Source: an optimization exercise on an open RTL-to-GDS flow (aim: small area, a short achievable clock period and few clock cycles per item). Production flows keep margins and buffers that such runs may drop.
Function was not checked in any run shown here: the RTL went through the layout flow alone.
Power is estimated from default activity; no workload was simulated.

==> flow/design.v, too long to show whole: its modules and the start of the top module <==
// module mag_preamble: 2052 lines
module mag_preamble (
    input  wire        clk,
    input  wire        rst,           
    input  wire        in_valid,
    output wire        in_ready,
    input  wire [7:0]  in_i,
    input  wire [7:0]  in_q,
    output wire        out_valid,
    input  wire        out_ready,
    output wire [15:0] out_mag,
    output wire [3:0]  out_verdict
);
  // ...
==> flow/flow/run.sh <==
#!/bin/bash
bash standard.sh SETUP_SLACK_MARGIN=8.6 CTS_CLUSTER_SIZE=24 CTS_CLUSTER_DIAMETER=100 CORE_UTILIZATION=55 PLACE_DENSITY=0.68 finish > standard.log 2>&1
==> flow/standard.sh <==
#!/bin/bash
# synth_recipe.tcl (not shown) runs the flow's synth.tcl, then flattens the netlist and writes it again
# the make line also repeats each setting of config.mk as NAME=value (left out here)
make -C /OpenROAD-flow-scripts/flow DESIGN_CONFIG=/design/flow/config.mk WORK_HOME=/design/flow/orfs CLKGATE_MAP_FILE= SYNTH_SCRIPT=/design/flow/synth_recipe.tcl "${@:-finish}"
==> flow/config.mk <==
export PLATFORM = sky130hd
export DESIGN_NAME = mag_preamble
export DESIGN_NICKNAME = mag_preamble
export VERILOG_FILES = /design/flow/design.v
export SDC_FILE = /design/flow/constraint.sdc
export NUM_CORES = 4
export LEC_CHECK = 0
export CAP_MARGIN = 20
export CORE_MARGIN = 2
export CORE_UTILIZATION = 40
export SLEW_MARGIN = 20
==> flow/constraint.sdc <==
create_clock -name core_clock -period 12.0 [get_ports {clk}]
set_input_delay 2.4000 -clock core_clock [delete_from_list [all_inputs] [get_ports {clk}]]
set_output_delay 2.4000 -clock core_clock [all_outputs]
set_load 0.01 [all_outputs]
==> flow_metrics.env, run 1 <==
export IMPL_layoutNonFillerInstCount=4927
export IMPL_track_usage_pct=21.4
export IMPL_cts_num_sinks=806
export IMPL_postCtsHoldBufs=0
export IMPL_finalNetCount=4461
export IMPL_finalCriticalPeriod_ns=3.58
export IMPL_syn_cell_area_mm2=0.0419
export IMPL_run_status="no timing/DRC/antenna violations"
export IMPL_crit_chain="buf_6"
export IMPL_grt_use_met2_pct=35.1
export IMPL_clock_buffers=62
export IMPL_port_buffers=41
export IMPL_fin_util_pct=60.0
export IMPL_vias=27100
export IMPL_routed_top_layer="met4"
export IMPL_inverters=275
export IMPL_taps=978
export IMPL_max_slew_margin_pct=20.5
export IMPL_flops_and_latches=806
export IMPL_swShare_pct=37.1
export IMPL_netlist_top_cells_area="edfxtp_1, dfxtp_1, ha_1"
export IMPL_synth_top_family_by_area="adder cells"
export IMPL_sh_seq_area_pct=46.3
export IMPL_cts_htree_levels=2
export IMPL_path_max_fanout=1
export IMPL_pg_comb_mw=6.88
export IMPL_timing_fmax_mhz=279
export IMPL_finalClockSkew_ns=0.0413
export IMPL_synth_top_area_cell="edfxtp_1"
export IMPL_initial_utilization_pct=55.4
export IMPL_leakage_nw=18.2
export IMPL_intPower_mw=8.48
export IMPL_vdd_drop_max_mv=0.244
==> run 2: changes to the inputs <==
--- a/flow/design.v
+++ b/flow/design.v
@@ -241,113 +241,139 @@
     wire xq_h69_s = b_n[11] ^ 1'b1;
     wire xq_h69_c = b_n[11] & 1'b1;
     wire xq_h70_s = b_n[12] ^ 1'b1;
     wire xq_h70_c = b_n[12] & 1'b1;
     wire xq_h71_s = b_n[13] ^ 1'b1;
     wire xq_h71_c = b_n[13] & 1'b1;
     wire xq_h72_s = b_n[14] ^ 1'b1;
     wire xq_h72_c = b_n[14] & 1'b1;
-    wire [25:0] xadd_a = {xq_h71_c, xq_h70_c, xq_h69_c, xq_h68_c, xq_h67_c, xq_f66_c, xq_f65_c, xq_f64_c, xq_f63_c, xq_f62_c, xq_f61_c, xq_f60_c, xq_f59_c, xq_f58_c, xq_f57_c, xq_f56_c, xq_f55_c, xq_f54_c, xq_f53_c, xq_h52_c, xq_h52_s, b_n[1], b_n[0], b_n[2], b_n[1], b_n[0]};
-    wire [25:0] xadd_b = {xq_h72_s, xq_h71_s, xq_h70_s, xq_h69_s, xq_h68_s, xq_h67_s, xq_f66_s, xq_f65_s, xq_f64_s, xq_f63_s, xq_f62_s, xq_f61_s, xq_f60_s, xq_f59_s, xq_f58_s, xq_f57_s, xq_f56_s, xq_f55_s, xq_f54_s, xq_f53_s, 1'b1, b_n[4], b_n[3], 1'b0, 1'b0, 1'b0};
-    wire [25:0] xadd_p = xadd_a ^ xadd_b;
-    wire [25:0] xadd_g = xadd_a & xadd_b;
-    wire xadd_g0c = xadd_g[0] | (xadd_p[0] & 1'b0);
-    wire xadd_G1 = xadd_g[1] | (xadd_p[1] & xadd_g0c);
-    wire xadd_G2 = xadd_g[3] | (xadd_p[3] & xadd_g[2]);
-    wire xadd_P2 = xadd_p[3] & xadd_p[2];
-    wire xadd_G3 = xadd_g[5] | (xadd_p[5] & xadd_g[4]);
-    wire xadd_P3 = xadd_p[5] & xadd_p[4];
-    wire xadd_G4 = xadd_g[7] | (xadd_p[7] & xadd_g[6]);
-    wire xadd_P4 = xadd_p[7] & xadd_p[6];
-    wire xadd_G5 = xadd_g[9] | (xadd_p[9] & xadd_g[8]);
-    wire xadd_P5 = xadd_p[9] & xadd_p[8];
-    wire xadd_G6 = xadd_g[11] | (xadd_p[11] & xadd_g[10]);
-    wire xadd_P6 = xadd_p[11] & xadd_p[10];
-    wire xadd_G7 = xadd_g[13] | (xadd_p[13] & xadd_g[12]);
-    wire xadd_P7 = xadd_p[13] & xadd_p[12];
-    wire xadd_G8 = xadd_g[15] | (xadd_p[15] & xadd_g[14]);
-    wire xadd_P8 = xadd_p[15] & xadd_p[14];
-    wire xadd_G9 = xadd_g[17] | (xadd_p[17] & xadd_g[16]);
-    wire xadd_P9 = xadd_p[17] & xadd_p[16];
-    wire xadd_G10 = xadd_g[19] | (xadd_p[19] & xadd_g[18]);
-    wire xadd_P10 = xadd_p[19] & xadd_p[18];
-    wire xadd_G11 = xadd_g[21] | (xadd_p[21] & xadd_g[20]);
-    wire xadd_P11 = xadd_p[21] & xadd_p[20];
-    wire xadd_G12 = xadd_g[23] | (xadd_p[23] & xadd_g[22]);
-    wire xadd_P12 = xadd_p[23] & xadd_p[22];
-    wire xadd_G13 = xadd_g[25] | (xadd_p[25] & xadd_g[24]);
-    wire xadd_P13 = xadd_p[25] & xadd_p[24];
-    wire xadd_G14 = xadd_g[2] | (xadd_p[2] & xadd_G1);
-    wire xadd_G15 = xadd_G2 | (xadd_P2 & xadd_G1);
-    wire xadd_G16 = xadd_g[6] | (xadd_p[6] & xadd_G3);
-    wire xadd_P16 = xadd_p[6] & xadd_P3;
-    wire xadd_G17 = xadd_G4 | (xadd_P4 & xadd_G3);
-    wire xadd_P17 = xadd_P4 & xadd_P3;
-    wire xadd_G18 = xadd_g[10] | (xadd_p[10] & xadd_G5);
-    wire xadd_P18 = xadd_p[10] & xadd_P5;
-    wire xadd_G19 = xadd_G6 | (xadd_P6 & xadd_G5);
-    wire xadd_P19 = xadd_P6 & xadd_P5;
-    wire xadd_G20 = xadd_g[14] | (xadd_p[14] & xadd_G7);
-    wire xadd_P20 = xadd_p[14] & xadd_P7;
-    wire xadd_G21 = xadd_G8 | (xadd_P8 & xadd_G7);
-    wire xadd_P21 = xadd_P8 & xadd_P7;
-    wire xadd_G22 = xadd_g[18] | (xadd_p[18] & xadd_G9);
-    wire xadd_P22 = xadd_p[18] & xadd_P9;
-    wire xadd_G23 = xadd_G10 | (xadd_P10 & xadd_G9);
-    wire xadd_P23 = xadd_P10 & xadd_P9;
-    wire xadd_G24 = xadd_g[22] | (xadd_p[22] & xadd_G11);
-    wire xadd_P24 = xadd_p[22] & xadd_P11;
-    wire xadd_G25 = xadd_G12 | (xadd_P12 & xadd_G11);
-    wire xadd_P25 = xadd_P12 & xadd_P11;
-    wire xadd_G26 = xadd_g[4] | (xadd_p[4] & xadd_G15);
-    wire xadd_G27 = xadd_G3 | (xadd_P3 & xadd_G15);
-    wire xadd_G28 = xadd_G16 | (xadd_P16 & xadd_G15);
-    wire xadd_G29 = xadd_G17 | (xadd_P17 & xadd_G15);
-    wire xadd_G30 = xadd_g[12] | (xadd_p[12] & xadd_G19);
-    wire xadd_P30 = xadd_p[12] & xadd_P19;
-    wire xadd_G31 = xadd_G7 | (xadd_P7 & xadd_G19);
-    wire xadd_P31 = xadd_P7 & xadd_P19;
-    wire xadd_G32 = xadd_G20 | (xadd_P20 & xadd_G19);
-    wire xadd_P32 = xadd_P20 & xadd_P19;
-    wire xadd_G33 = xadd_G21 | (xadd_P21 & xadd_G19);
-    wire xadd_P33 = xadd_P21 & xadd_P19;
-    wire xadd_G34 = xadd_g[20] | (xadd_p[20] & xadd_G23);
-    wire xadd_P34 = xadd_p[20] & xadd_P23;
-    wire xadd_G35 = xadd_G11 | (xadd_P11 & xadd_G23);
-    wire xadd_P35 = xadd_P11 & xadd_P23;
-    wire xadd_G36 = xadd_G24 | (xadd_P24 & xadd_G23);
-    wire xadd_P36 = xadd_P24 & xadd_P23;
-    wire xadd_G37 = xadd_G25 | (xadd_P25 & xadd_G23);
-    wire xadd_P37 = xadd_P25 & xadd_P23;
-    wire xadd_G38 = xadd_g[8] | (xadd_p[8] & xadd_G29);
-    wire xadd_G39 = xadd_G5 | (xadd_P5 & xadd_G29);
-    wire xadd_G40 = xadd_G18 | (xadd_P18 & xadd_G29);
-    wire xadd_G41 = xadd_G19 | (xadd_P19 & xadd_G29);
-    wire xadd_G42 = xadd_G30 | (xadd_P30 & xadd_G29);
-    wire xadd_G43 = xadd_G31 | (xadd_P31 & xadd_G29);
-    wire xadd_G44 = xadd_G32 | (xadd_P32 & xadd_G29);
-    wire xadd_G45 = xadd_G33 | (xadd_P33 & xadd_G29);
-    wire xadd_G46 = xadd_g[24] | (xadd_p[24] & xadd_G37);
-    wire xadd_P46 = xadd_p[24] & xadd_P37;
-    wire xadd_G47 = xadd_G13 | (xadd_P13 & xadd_G37);
-    wire xadd_P47 = xadd_P13 & xadd_P37;
-    wire xadd_G48 = xadd_g[16] | (xadd_p[16] & xadd_G45);
-    wire xadd_G49 = xadd_G9 | (xadd_P9 & xadd_G45);
-    wire xadd_G50 = xadd_G22 | (xadd_P22 & xadd_G45);
-    wire xadd_G51 = xadd_G23 | (xadd_P23 & xadd_G45);
-    wire xadd_G52 = xadd_G34 | (xadd_P34 & xadd_G45);
-    wire xadd_G53 = xadd_G35 | (xadd_P35 & xadd_G45);
-    wire xadd_G54 = xadd_G36 | (xadd_P36 & xadd_G45);
-    wire xadd_G55 = xadd_G37 | (xadd_P37 & xadd_G45);
-    wire xadd_G56 = xadd_G46 | (xadd_P46 & xadd_G45);
-    wire xadd_G57 = xadd_G47 | (xadd_P47 & xadd_G45);
-    wire [25:0] xadd_c = {xadd_G56, xadd_G55, xadd_G54, xadd_G53, xadd_G52, xadd_G51, xadd_G50, xadd_G49, xadd_G48, xadd_G45, xadd_G44, xadd_G43, xadd_G42, xadd_G41, xadd_G40, xadd_G39, xadd_G38, xadd_G29, xadd_G28, xadd_G27, xadd_G26, xadd_G15, xadd_G14, xadd_G1, xadd_g0c, 1'b0};
-    wire [25:0] xadd_s = xadd_p ^ xadd_c;
-    wire xadd_co = xadd_G57;
+    wire [25:0] xrw0 = {xq_h71_c, xq_h70_c, xq_h69_c, xq_h68_c, xq_h67_c, xq_f66_c, xq_f65_c, xq_f64_c, xq_f63_c, xq_f62_c, xq_f61_c, xq_f60_c, xq_f59_c, xq_f58_c, xq_f57_c, xq_f56_c, xq_f55_c, xq_f54_c, xq_f53_c, xq_h52_c, xq_h52_s, b_n[1], b_n[0], b_n[2], b_n[1], b_n[0]};
+    wire [25:0] xrw1 = {xq_h72_s, xq_h71_s, xq_h70_s, xq_h69_s, xq_h68_s, xq_h67_s, xq_f66_s, xq_f65_s, xq_f64_s, xq_f63_s, xq_f62_s, xq_f61_s, xq_f60_s, xq_f59_s, xq_f58_s, xq_f57_s, xq_f56_s, xq_f55_s, xq_f54_s, xq_f53_s, 1'b1, b_n[4], b_n[3], 1'b0, 1'b0, 1'b0};
+    wire [12:0] xlo_a = xrw0[12:0];
+    wire [12:0] xlo_b = xrw1[12:0];
+    wire [12:0] xlo_p = xlo_a ^ xlo_b;
+    wire [12:0] xlo_g = xlo_a & xlo_b;
+    wire xlo_g0c = xlo_g[0] | (xlo_p[0] & 1'b0);
+    wire xlo_G1 = xlo_g[1] | (xlo_p[1] & xlo_g0c);
+    wire xlo_G2 = xlo_g[3] | (xlo_p[3] & xlo_g[2]);
+    wire xlo_P2 = xlo_p[3] & xlo_p[2];
+    wire xlo_G3 = xlo_g[5] | (xlo_p[5] & xlo_g[4]);
+    wire xlo_P3 = xlo_p[5] & xlo_p[4];
+    wire xlo_G4 = xlo_g[7] | (xlo_p[7] & xlo_g[6]);
+    wire xlo_P4 = xlo_p[7] & xlo_p[6];
+    wire xlo_G5 = xlo_g[9] | (xlo_p[9] & xlo_g[8]);
+    wire xlo_P5 = xlo_p[9] & xlo_p[8];
+    wire xlo_G6 = xlo_g[11] | (xlo_p[11] & xlo_g[10]);
+    wire xlo_P6 = xlo_p[11] & xlo_p[10];
+    wire xlo_G7 = xlo_g[2] | (xlo_p[2] & xlo_G1);
+    wire xlo_G8 = xlo_G2 | (xlo_P2 & xlo_G1);
+    wire xlo_G9 = xlo_g[6] | (xlo_p[6] & xlo_G3);
+    wire xlo_P9 = xlo_p[6] & xlo_P3;
+    wire xlo_G10 = xlo_G4 | (xlo_P4 & xlo_G3);
+    wire xlo_P10 = xlo_P4 & xlo_P3;
+    wire xlo_G11 = xlo_g[10] | (xlo_p[10] & xlo_G5);
+    wire xlo_P11 = xlo_p[10] & xlo_P5;
+    wire xlo_G12 = xlo_G6 | (xlo_P6 & xlo_G5);
+    wire xlo_P12 = xlo_P6 & xlo_P5;
+    wire xlo_G13 = xlo_g[4] | (xlo_p[4] & xlo_G8);
+    wire xlo_G14 = xlo_G3 | (xlo_P3 & xlo_G8);
+    wire xlo_G15 = xlo_G9 | (xlo_P9 & xlo_G8);
+    wire xlo_G16 = xlo_G10 | (xlo_P10 & xlo_G8);
+    wire xlo_G17 = xlo_g[12] | (xlo_p[12] & xlo_G12);
+    wire xlo_P17 = xlo_p[12] & xlo_P12;
+    wire xlo_G18 = xlo_g[8] | (xlo_p[8] & xlo_G16);
+    wire xlo_G19 = xlo_G5 | (xlo_P5 & xlo_G16);
+    wire xlo_G20 = xlo_G11 | (xlo_P11 & xlo_G16);
+    wire xlo_G21 = xlo_G12 | (xlo_P12 & xlo_G16);
+    wire xlo_G22 = xlo_G17 | (xlo_P17 & xlo_G16);
+    wire [12:0] xlo_c = {xlo_G21, xlo_G20, xlo_G19, xlo_G18, xlo_G16, xlo_G15, xlo_G14, xlo_G13, xlo_G8, xlo_G7, xlo_G1, xlo_g0c, 1'b0};
+    wire [12:0] xlo_s = xlo_p ^ xlo_c;
+    wire xlo_co = xlo_G22;
+    wire [12:0] xh0_a = xrw0[25:13];
+    wire [12:0] xh0_b = xrw1[25:13];
+    wire [12:0] xh0_p = xh0_a ^ xh0_b;
+    wire [12:0] xh0_g = xh0_a & xh0_b;
+    wire xh0_g0c = xh0_g[0] | (xh0_p[0] & 1'b0);
+    wire xh0_G1 = xh0_g[1] | (xh0_p[1] & xh0_g0c);
+    wire xh0_G2 = xh0_g[3] | (xh0_p[3] & xh0_g[2]);
+    wire xh0_P2 = xh0_p[3] & xh0_p[2];
+    wire xh0_G3 = xh0_g[5] | (xh0_p[5] & xh0_g[4]);
+    wire xh0_P3 = xh0_p[5] & xh0_p[4];
+    wire xh0_G4 = xh0_g[7] | (xh0_p[7] & xh0_g[6]);
+    wire xh0_P4 = xh0_p[7] & xh0_p[6];
+    wire xh0_G5 = xh0_g[9] | (xh0_p[9] & xh0_g[8]);
+    wire xh0_P5 = xh0_p[9] & xh0_p[8];
+    wire xh0_G6 = xh0_g[11] | (xh0_p[11] & xh0_g[10]);
+    wire xh0_P6 = xh0_p[11] & xh0_p[10];
+    wire xh0_G7 = xh0_g[2] | (xh0_p[2] & xh0_G1);
+    wire xh0_G8 = xh0_G2 | (xh0_P2 & xh0_G1);
+    wire xh0_G9 = xh0_g[6] | (xh0_p[6] & xh0_G3);
+    wire xh0_P9 = xh0_p[6] & xh0_P3;
+    wire xh0_G10 = xh0_G4 | (xh0_P4 & xh0_G3);
+    wire xh0_P10 = xh0_P4 & xh0_P3;
+    wire xh0_G11 = xh0_g[10] | (xh0_p[10] & xh0_G5);
+    wire xh0_P11 = xh0_p[10] & xh0_P5;
+    wire xh0_G12 = xh0_G6 | (xh0_P6 & xh0_G5);
+    wire xh0_P12 = xh0_P6 & xh0_P5;
+    wire xh0_G13 = xh0_g[4] | (xh0_p[4] & xh0_G8);
+    wire xh0_G14 = xh0_G3 | (xh0_P3 & xh0_G8);
+    wire xh0_G15 = xh0_G9 | (xh0_P9 & xh0_G8);
+    wire xh0_G16 = xh0_G10 | (xh0_P10 & xh0_G8);
+    wire xh0_G17 = xh0_g[12] | (xh0_p[12] & xh0_G12);
+    wire xh0_P17 = xh0_p[12] & xh0_P12;
+    wire xh0_G18 = xh0_g[8] | (xh0_p[8] & xh0_G16);
+    wire xh0_G19 = xh0_G5 | (xh0_P5 & xh0_G16);
+    wire xh0_G20 = xh0_G11 | (xh0_P11 & xh0_G16);
+    wire xh0_G21 = xh0_G12 | (xh0_P12 & xh0_G16);
+    wire xh0_G22 = xh0_G17 | (xh0_P17 & xh0_G16);
+    wire [12:0] xh0_c = {xh0_G21, xh0_G20, xh0_G19, xh0_G18, xh0_G16, xh0_G15, xh0_G14, xh0_G13, xh0_G8, xh0_G7, xh0_G1, xh0_g0c, 1'b0};
+    wire [12:0] xh0_s = xh0_p ^ xh0_c;
+    wire xh0_co = xh0_G22;
+    wire [12:0] xh1_a = xrw0[25:13];
+    wire [12:0] xh1_b = xrw1[25:13];
+    wire [12:0] xh1_p = xh1_a ^ xh1_b;
+    wire [12:0] xh1_g = xh1_a & xh1_b;
+    wire xh1_g0c = xh1_g[0] | (xh1_p[0] & 1'b1);
+    wire xh1_G1 = xh1_g[1] | (xh1_p[1] & xh1_g0c);
+    wire xh1_G2 = xh1_g[3] | (xh1_p[3] & xh1_g[2]);
+    wire xh1_P2 = xh1_p[3] & xh1_p[2];
+    wire xh1_G3 = xh1_g[5] | (xh1_p[5] & xh1_g[4]);
+    wire xh1_P3 = xh1_p[5] & xh1_p[4];
+    wire xh1_G4 = xh1_g[7] | (xh1_p[7] & xh1_g[6]);
+    wire xh1_P4 = xh1_p[7] & xh1_p[6];
+    wire xh1_G5 = xh1_g[9] | (xh1_p[9] & xh1_g[8]);
+    wire xh1_P5 = xh1_p[9] & xh1_p[8];
+    wire xh1_G6 = xh1_g[11] | (xh1_p[11] & xh1_g[10]);
+    wire xh1_P6 = xh1_p[11] & xh1_p[10];
+    wire xh1_G7 = xh1_g[2] | (xh1_p[2] & xh1_G1);
+    wire xh1_G8 = xh1_G2 | (xh1_P2 & xh1_G1);
+    wire xh1_G9 = xh1_g[6] | (xh1_p[6] & xh1_G3);
+    wire xh1_P9 = xh1_p[6] & xh1_P3;
+    wire xh1_G10 = xh1_G4 | (xh1_P4 & xh1_G3);
+    wire xh1_P10 = xh1_P4 & xh1_P3;
+    wire xh1_G11 = xh1_g[10] | (xh1_p[10] & xh1_G5);
+    wire xh1_P11 = xh1_p[10] & xh1_P5;
+    wire xh1_G12 = xh1_G6 | (xh1_P6 & xh1_G5);
+    wire xh1_P12 = xh1_P6 & xh1_P5;
+    wire xh1_G13 = xh1_g[4] | (xh1_p[4] & xh1_G8);
+    wire xh1_G14 = xh1_G3 | (xh1_P3 & xh1_G8);
+    wire xh1_G15 = xh1_G9 | (xh1_P9 & xh1_G8);
+    wire xh1_G16 = xh1_G10 | (xh1_P10 & xh1_G8);
+    wire xh1_G17 = xh1_g[12] | (xh1_p[12] & xh1_G12);
+    wire xh1_P17 = xh1_p[12] & xh1_P12;
+    wire xh1_G18 = xh1_g[8] | (xh1_p[8] & xh1_G16);
+    wire xh1_G19 = xh1_G5 | (xh1_P5 & xh1_G16);
+    wire xh1_G20 = xh1_G11 | (xh1_P11 & xh1_G16);
+    wire xh1_G21 = xh1_G12 | (xh1_P12 & xh1_G16);
+    wire xh1_G22 = xh1_G17 | (xh1_P17 & xh1_G16);
+    wire [12:0] xh1_c = {xh1_G21, xh1_G20, xh1_G19, xh1_G18, xh1_G16, xh1_G15, xh1_G14, xh1_G13, xh1_G8, xh1_G7, xh1_G1, xh1_g0c, 1'b1};
+    wire [12:0] xh1_s = xh1_p ^ xh1_c;
+    wire xh1_co = xh1_G22;
+    wire [25:0] xadd_s = {xlo_co ? xh1_s : xh0_s, xlo_s};
     reg  [25:0] c_x;
     reg         c_v;
     always @(posedge clk) begin
         if (rst_w)    c_v <= 1'b0;
         else if (run) c_v <= b2_v;
         if (run) c_x <= xadd_s;
     end
     wire [2:0] r1_s = {1'b0, c_x[25:24]} - 3'd1;
==> flow_metrics.env, run 2 <==
export IMPL_dp_hpwl_mm=56.9
export IMPL_multi_input_area_mm2=0.0197
export IMPL_seq_area_frac_synth_pct=50.1
export IMPL_pin_count=42
export IMPL_synth_simple_area_share_pct=11.1
export IMPL_numCtsBuffers=39
export IMPL_finalCriticalPeriod_ns=3.81
export IMPL_cts_htree_levels=2
export IMPL_antennaDiodeCount=0
export IMPL_ctsLongestPathBuffers=3
export IMPL_drtPass1Iterations=5
export IMPL_finalClockSkew_ns=0.0300
export IMPL_ys_dominant_reg_cell="edfxtp_1"
export IMPL_clock_latency_ns=0.60
export IMPL_synthTopCellsByCount="nand2_1, edfxtp_1, ha_1, dfxtp_1, a21oi_1"
export IMPL_final_area_mm2=0.0455
export IMPL_path_depth=13
export IMPL_synth_top_area_cell="edfxtp_1"
export IMPL_vias_per_cell=5.42
export IMPL_cp_top_family="adder cells"
export IMPL_crit_slowest_cell="fa_1"
export IMPL_antenna_found_initial=1
export IMPL_initial_utilization_pct=55.3
export IMPL_synth_edff_count=480
export IMPL_leakage_nw=18.6
export IMPL_path_common_cell="inv_1"
export IMPL_crit_buf_inv=4
export IMPL_power_frac_seq_pct=36.9
export IMPL_cts_tree="done"
export IMPL_place_gp_congestion=0.832
export IMPL_critical_path_arrival_ns=4.18
export IMPL_yosysTopAreaCellShare_pct=34.5
export IMPL_rsz0062_at_grt="yes"
export IMPL_p_sw_mw=5.08
export IMPL_grt_first_pass_wirelength_mm=132
export IMPL_intPower_mw=8.67
export IMPL_holdPathStages=0
export IMPL_avgSynthCellArea_um2=10.8
export IMPL_hold_class="reg2reg"
export IMPL_post_synth_xor_area_fraction_pct=6.70
export IMPL_rows=101
export IMPL_synthAdderAreaFrac_pct=17.4
export IMPL_p_total_mw=13.7
export IMPL_critPathLaunchType="flop"
export IMPL_r2r_worst_path_cells=13
export IMPL_finalNetCount=4450
export IMPL_syn_nets=4399
export IMPL_drive_gt1_share_pct=7.12
export IMPL_postCtsHoldBufs=0
export IMPL_grt_pass1_vias=25100
export IMPL_track_usage_pct=21.0
export IMPL_die_w_um=280
export IMPL_run_status="no timing/DRC/antenna violations"
export IMPL_crit_chain="fa_1 -> inv_1 -> fa_1 -> inv_1 -> ha_1 -> nand2_2 -> or3_1 -> nor3_2 -> o31a_1 -> a41o_1 -> inv_2 -> fa_2 -> inv_1"
export IMPL_fin_crit_sh_pct=31.7
export IMPL_hold_violations=0
export IMPL_path_class="reg2reg"
export IMPL_power_density_mw_per_mm2=302
export IMPL_num_fill_cells=6184
export IMPL_ys_seq_elements=806
export IMPL_synth_compound_area_share_pct=10.2
export IMPL_dieArea_mm2=0.0782
export IMPL_maxSlewViolCount=0
export IMPL_cts_num_sinks=806
export IMPL_muxShareOfSynthArea_pct=0.554
export IMPL_max_cap_viol_count=0
export IMPL_yosysWarnings=1
export IMPL_drc=0
export IMPL_routedWlPerCell_um=16.8
export IMPL_timing_fmax_mhz=263
export IMPL_synth_top_family_by_area="adder cells"
export IMPL_tns_ns=0
export IMPL_ant_nets=0
export IMPL_largest_register="c_x"
export IMPL_largest_reg_flops=26
export IMPL_area_growth_syn_to_layout_pct=8.81
export IMPL_path_max_fanout=3
export IMPL_cp_end_kind="flop"
export IMPL_postPlaceCellArea_mm2=0.0432
export IMPL_ys_async_sr_fraction_pct=0
export IMPL_clockRootBuffer="clkbuf_16"
export IMPL_final_cell_mix="nand2_1, edfxtp_1, ha_1"
export IMPL_core_mm2=0.0756
export IMPL_synthCells=3856
export IMPL_ys_types=79
export IMPL_vdd_drop_max_mv=0.285
export IMPL_drtIter0Drc=1788
export IMPL_clk_pin_slew_ns=0.09
export IMPL_dieHeight_um=280
export IMPL_tightest_slew_ns=1.04
export IMPL_layout_cells_most_common="nand2_1"
export IMPL_max_slew_margin_pct=30.9
export IMPL_netlist_top_cells_area="edfxtp_1, dfxtp_1, ha_1"
export IMPL_grt_max_degree=175
export IMPL_port_buffers=41
export IMPL_setup_violations=0
export IMPL_yosysMostFrequentCell="nand2_1"
export IMPL_pwr_share_clk_pct=10.8
export IMPL_worst_endpoint_required_ns=12.37
export IMPL_vias=26600
export IMPL_combPwrFrac_pct=52.3
export IMPL_swShare_pct=36.9
export IMPL_crit_path_max_incr_delay_ns=0.55
export IMPL_reg_top3="c_x x26, s1_x x20"
export IMPL_grt_overflow=0
export IMPL_seq_area_mm2=0.0210
export IMPL_syn_cell_area_mm2=0.0418
export IMPL_wl_mm=82.6
-- run 2: cell types whose count changed after synthesis, moves of 11 or more --
cell | before | now
and3_1 | 27 | 14
nor2_1 | 177 | 147
inv_1 | 273 | 303
xor2_1 | 55 | 72
nand3_1 | 51 | 40
o21ai_0 | 103 | 78
a21oi_1 | 339 | 324
a21o_1 | 55 | 71
nor3_1 | 55 | 43
-- run 2: worst reg2reg max path, cell delays in order, from the launching register on --
cell and delay, ns:
edfxtp_1 0.48, fa_1 0.55, inv_1 0.06, fa_1 0.52, inv_1 0.05, ha_1 0.28
nand2_2 0.06, or3_1 0.33, nor3_2 0.19, o31a_1 0.21, a41o_1 0.25, inv_2 0.06
fa_2 0.52, inv_1 0.04
-- run 2: kinds of logic after synthesis --
kind of cell	Yosys count
simple gates	1058
flops	806
compound gates	690
fa+ha+maj	523
buf+inv	437
xor+xnor	319
mux	23
-- run 2: worst paths after layout --
check,start,end,slack (ns)
max,b_n[4],c_x[21],8.19
min,s4_x[2],s5_x[2],0.42
max reg2reg,b_n[4],c_x[21],8.19
min reg2reg,s4_x[2],s5_x[2],0.42
-- run 2: layout make-up --
type | instances | share of cell area, %
Clock buffer | 63 | 2.34
Clock inverter | 3 | 0.0908
Inverter | 304 | 2.52
Multi-Input combinational cell | 2616 | 43.4
Sequential cell | 806 | 46.2
Tap cell | 978 | 2.69
Timing Repair Buffer | 140 | 2.81
-- run 2: power groups by stage --
| stage | clock network [mW] | logic (mW) | registers [mW] |
|---|---|---|---|
| finish | 1.48 | 7.20 | 5.07 |
| global route | 1.62 | 8.16 | 5.16 |
| CTS | 1.53 | 6.84 | 5.10 |
| detailed placement | 0 | 6.33 | 5.19 |
| global placement | 0 | 6.13 | 5.18 |
| floorplan | 0 | 5.24 | 4.84 |
-- run 2: timing repair --
item | CTS | global route
cloned | 3 | 0
resized for setup | 193 | 49
setup buffers | 48 | 32
pin swaps | 21 | 30
setup endpoints to repair | 173 | 169
hold endpoints to repair | 0 | 0
-- run 2: through the flow --
stage	utilization (%)	setup slack [ns]	instances	hold WS [ns]
after floorplan	-	3.99	3856	0.400
after global placement	57.2	7.64	4761	0.401
after global routing	60.2	8.07	4910	0.431
after detailed placement	57.2	7.55	4761	0.405
final	60.2	8.19	4910	0.418
after CTS	59.6	8.21	4878	0.415
-- run 2: routing by layer --
metal	routed length, um	GRT usage (%)
met4	2040	5.44
met2	39700	35.1
met3	3530	3.19
met1	37300	28.7
met5	0	0

-- static timing again, ports no longer ideal --
No port has a modelled driver above. Below, the same layouts with a new extraction and two added sets of constraints.
Step 1 (the two cells are an assumption about what drives the block):
set clk [get_ports {clk}]
set_driving_cell -lib_cell sky130_fd_sc_hd__clkbuf_16 $clk
set_driving_cell -lib_cell sky130_fd_sc_hd__buf_2 [delete_from_list [all_inputs] $clk]
Step 2 moves the port delays by t, midway between the first and last clock arrival at a register: inputs arrive t later, outputs are due t later. That takes back most of the time a late clock gives input paths.
a / b / c = no drivers / after step 1 / after step 2; a / b = the first two.
run	t, ns	setup slack, ns	worst setup path at the end	worst register clock-pin slew, ns	pins driven straight from the clock port
run 1	0.674	8.418 / 8.354 / 8.235	input to register	0.10 / 0.10	1
run 2	0.659	8.192 / 8.192 / 7.981	input to register	0.11 / 0.11	1
After both steps setup and hold are still met in every run listed. For run 2, which loses most, drivers alone change the setup slack by 0.000 ns; drivers and shift together by -0.211 ns.
